Context: an optimization exercise on an open-source flow, tuned for small area, a short achievable clock period and few clock cycles per item. The choices shown serve that exercise and are no tape-out recipe.
Only simulation tests tie the RTL to the original design; equivalence was not proved.
Power is estimated from default activity; no workload was simulated.

==> flow/design.v (outline; a module is shown in full before it is edited, if it fits) <==
// module mag_preamble: 2091 lines
module mag_preamble (
    input  wire        clk,
    input  wire        rst,           
    input  wire        in_valid,
    output wire        in_ready,
    input  wire [7:0]  in_i,
    input  wire [7:0]  in_q,
    output wire        out_valid,
    input  wire        out_ready,
    output wire [15:0] out_mag,
    output wire [3:0]  out_verdict
);
  // ...
==> flow/flow/run.sh <==
#!/bin/bash
bash standard.sh SETUP_SLACK_MARGIN=8.45 CTS_CLUSTER_SIZE=24 CTS_CLUSTER_DIAMETER=100 finish > standard.log 2>&1
==> flow/standard.sh <==
#!/bin/bash
# synth_recipe.tcl (not shown) runs the flow's synth.tcl, then flattens the netlist and writes it again
# the make line also repeats each setting of config.mk as NAME=value (left out here)
make -C /OpenROAD-flow-scripts/flow DESIGN_CONFIG=/design/flow/config.mk WORK_HOME=/design/flow/orfs CLKGATE_MAP_FILE= SYNTH_SCRIPT=/design/flow/synth_recipe.tcl "${@:-finish}"
==> flow/config.mk <==
export PLATFORM = sky130hd
export DESIGN_NAME = mag_preamble
export DESIGN_NICKNAME = mag_preamble
export VERILOG_FILES = /design/flow/design.v
export SDC_FILE = /design/flow/constraint.sdc
export NUM_CORES = 4
export LEC_CHECK = 0
export CAP_MARGIN = 20
export CORE_MARGIN = 2
export CORE_UTILIZATION = 40
export SLEW_MARGIN = 20
==> flow/constraint.sdc <==
create_clock -name core_clock -period 12.0 [get_ports {clk}]
set_input_delay 2.4000 -clock core_clock [delete_from_list [all_inputs] [get_ports {clk}]]
set_output_delay 2.4000 -clock core_clock [all_outputs]
set_load 0.01 [all_outputs]
==> flow_summary.toml, run 1 <==
[status]
status = "timing/DRC/antenna clean"

[floorplan]
ios = 42
fp.dieArea_mm2 = 0.108
die_h_um = 328

[global_routing]
use_met3_pct = 1.71
track_usage_pct = 15.1
grtUsageMet1_pct = 21.3
antenna_found_initial = 0
grtUsageMet2_pct = 25.0

[cts]
cts-root-buf = "clkbuf_16"
cts.sinks = 818
clock_latency_ps = 620

[finish]
final-seq-area_mm2 = 0.0215
largest_class = "registers"
nonClockInverterCount = 294
n_all_buffers = 107
nets = 4360

[worst_setup_path]
r2r_start = "b_n[4]"
crit_path_end = "c_x[25]"
startpoint_type = "flip-flop"
crit_buf_inv = 1
critPathMaxFanout = 3
slowest_delay_ps = 530
path_depth = 12

[sta]
period_needed_ps = 3620
setup_violations = 0
rsz0062_at_grt = "yes"

[logic_synthesis]
synth_nets = 4335
synth_edf_count = 508
synth_warnings = 1
synthMuxAreaShare_pct = 0.551
yosysTopAreaCell = "edfxtp_1"
synth_commonest_cells = "nand2_1 (578), edfxtp_1 (508), ha_1 (426)"

[routing]
met2WireLength_mm = 37.9
dr.pass1.iters = 5
routed_via_density = 4.98

[worst_hold_path]
min_from = "s5_x[1]"
whs_path_depth = 0

[pwr]
power_frac_clock_pct = 11.7
p_leak_nw = 18.2
p_int_mw = 8.34
Testbench counts, summed over its fixed seeds: cycles 6,080, items 6,000.
==> inputs of run 2 (changes only) <==
==> flow/flow/run.sh (replaced) <==
#!/bin/bash
bash standard.sh SETUP_SLACK_MARGIN=8.6 CTS_CLUSTER_SIZE=24 CTS_CLUSTER_DIAMETER=100 finish > standard.log 2>&1
==> flow_summary.toml, run 2 <==
[floorplan]
initial_core_util_pct = 40.5
dieWidth_um = 328
ios = 42
rows = 118
die_h_um = 328
fp.dieArea_mm2 = 0.108
fp.coreArea_mm2 = 0.104

[worst_setup_path]
critical_path_class = "reg -> out"
crit_chain = "buf_6"
rr_worst_depth = 12
slowest_delay_ps = 400
r2r_start = "b_n[4]"
required_ps = 9600
crit_slowest_cell = "dfxtp_4"
crit_buf_inv = 1
cp_data_arrival_time_ps = 1130
r2r_slack_ps = 8470
worstReg2RegEnd = "c_x[25]"
critPathMaxFanout = 1
endpoint_kind = "primary output"
path_delay_family = "flip-flops"
startpoint_type = "flip-flop"

[global_routing]
grt_pass1_vias = 25453
grt_max_degree = 196
track_usage_pct = 15.1
antenna_found_initial = 0
grt_pass1_wl_mm = 133
grt_overflow = 0

[placement]
portBuffers = 41
place_hpwl_mm = 56.1
dpl_cell_area_mm2 = 0.0439
gp_congestion = 0.808
place_inst = 5089

[logic_synthesis]
synth_flop_cell = "edfxtp_1"
synth_edf_count = 508
yosys.area.top_type_share_pct = 36.3
synth_nets = 4335
ys_seq_area_share_pct = 51.1
syn-mean-instance-area_um2 = 11.1
synth_warnings = 1
syn_inst = 3777
synthDistinctLibCells = 64
synth_commonest_cells = "nand2_1 (578), edfxtp_1 (508), ha_1 (426)"
yosys-top-cells-area = "edfxtp_1 (36%), dfxtp_1 (15%), ha_1 (13%)"
postSynth.asyncResetShare_pct = 0
synth-seq-cells = 818
syn_area_mm2 = 0.0420
yosysMostFrequentCell = "nand2_1"
yosysTopAreaCell = "edfxtp_1"

[pwr]
power.total_mw = 13.4
irDropWorstVdd_mv = 0.240
power_density_mw_per_mm2 = 289
p_leak_nw = 18.4

[finish]
final_common_cell = "nand2_1"
largest_reg_flops = 26
nets = 4388
final_cell_mix = "nand2_1 (577), edfxtp_1 (508), ha_1 (414)"
stdcell_count = 5225
drive_gt1_share_pct = 7.10
stdcell_area_mm2 = 0.0462
regMostFlops = "c_x"
antenna_cells = 0
top_regs = "c_x: 26 flops, s1_x: 22 flops"
area_growth_pct = 9.88

[cts]
postCtsHoldBufs = 0
cts-root-buf = "clkbuf_16"
cts_max_path_buffers = 3
clock_latency_ps = 620
cts-buffers-inserted = 41
cts_tree = "built"
clk_pin_slew_ps = 100
cts_htree_levels = 2
cts.sinks = 818

[worst_hold_path]
hold_path_class = "reg -> reg"
min_from = "s2_x[1]"
min_to = "s3_x[1]"
whs_path_depth = 0

[sta]
slew_violations = 0
max_freq_mhz = 283
worstMarginPinSlew_ps = 1060
period_share_pct = 29.4
skew_ps = 36.5
finalHoldViolCount = 0
period_needed_ps = 3530
rsz0062_at_grt = "yes"
setup_violations = 0
setup_tns_ps = 0
slew-limit-headroom_pct = 29.4

[routing]
wl_per_cell_um = 15.4
final_antenna_net_count = 0
drc = 0
dr.pass1.iters = 5
finalWirelength_mm = 80.7
vias = 26067
routed_via_density = 4.99
drt_iter0_drc = 1614

[flow_run]
max_cap_violations = 0

[status]
status = "timing/DRC/antenna clean"
## run 2: cell counts after synthesis
Identical to the previous run, type by type.
## run 2: layout make-up
class                      instances  area [um2]
fill                            9625       57600
clock buffer                      50        1070
inverter                         294        1130
timing repair buffer             135        1210
multi-input combinational       2540       19400
clock inverter                     8        96.3
sequential                       818       21500
tap                             1380        1730
## run 2: worst max-delay path by stage
| stage | start | end | slack, ps | cells past startpoint |
|---|---|---|---|---|
| 2_1_floorplan | b_n[4] | c_x[25] | 8600 | 11 |
| 3_3_place_gp | out_ready | o_mag[2] | 7930 | 6 |
| 3_5_place_dp | out_ready | o_ver[3] | 7890 | 6 |
| 4_1_cts | o_mag[7] | out_mag[7] | 8260 | 1 |
| 5_1_grt | b_n[4] | c_x[25] | 8310 | 12 |
| 6_report | o_mag[7] | out_mag[7] | 8470 | 1 |
## run 2: cells by family after synthesis
kind of cell / synth area share (%)
and+or+nand+nor: 10.2
DFF: 51.1
AOI/OAI and AO/OA: 10.2
adders and majority gates: 18.0
buffers and inverters: 3.75
xor gates and xnor gates: 6.11
muxes: 0.551
## run 2: timing repair
item,4_1_cts,5_1_grt
buffers inserted,45,33
setup endpoints to repair,365,181
pin swaps,28,38
resized for setup,178,57
## run 2: metal layers
metal / GRT usage (%) / wire (um)
met5: 0 / 0
met2: 25.4 / 38000
met4: 3.07 / 1320
met3: 1.72 / 2540
met1: 21.1 / 38800
## run 2: per-stage QoR
| stage | hold WS [ps] | setup slack [ps] | utilization [%] |
|---|---|---|---|
| 2_1_floorplan | 400 | 8600 | - |
| 3_3_place_gp | 401 | 7930 | 42.3 |
| 3_5_place_dp | 405 | 7890 | 42.3 |
| 4_1_cts | 425 | 8260 | 44.0 |
| 5_1_grt | 430 | 8310 | 44.5 |
| 6_report | 424 | 8470 | 44.5 |
## run 2: power by group
part / total, mW / switching (mW) / internal, mW
registers: 5.11 / 0.571 / 4.54
logic: 6.69 / 3.36 / 3.32
clock network: 1.56 / 0.892 / 0.666
total: 13.4 / 4.82 / 8.53

-- separate check: timing with driven ports --
In the flow no input, the clock included, has a driving cell. The finished layouts below were timed again as built, in two steps. Step 1 (the two cells are an assumption about what drives the block):
set clk [get_ports {clk}]
set_driving_cell -lib_cell sky130_fd_sc_hd__clkbuf_16 $clk
set_driving_cell -lib_cell sky130_fd_sc_hd__buf_2 [delete_from_list [all_inputs] $clk]
Step 2, shift: input delay + t, output delay - t, t = (earliest + latest rising clock arrival at the registers) / 2. This alone moves slack from input paths to output paths. Three values: ideal, step 1, step 2; two values: the first two.
| run | shift t [ns] | slack for setup (ns) | worst setup path after step 2 | latest minus earliest clock arrival (ns) | worst data-port slew with drivers (ns) |
|---|---|---|---|---|---|
| run 1 | 0.660 | 8.379 / 8.379 / 7.981 | input to register | 0.049 / 0.050 | 0.04 |
| run 2 | 0.669 | 8.466 / 8.400 / 8.081 | input to register | 0.038 / 0.038 | 0.04 |
After both steps setup and hold are still met in every run listed. For run 1, which loses most, drivers alone change the setup slack by 0.000 ns; drivers and shift together by -0.398 ns.
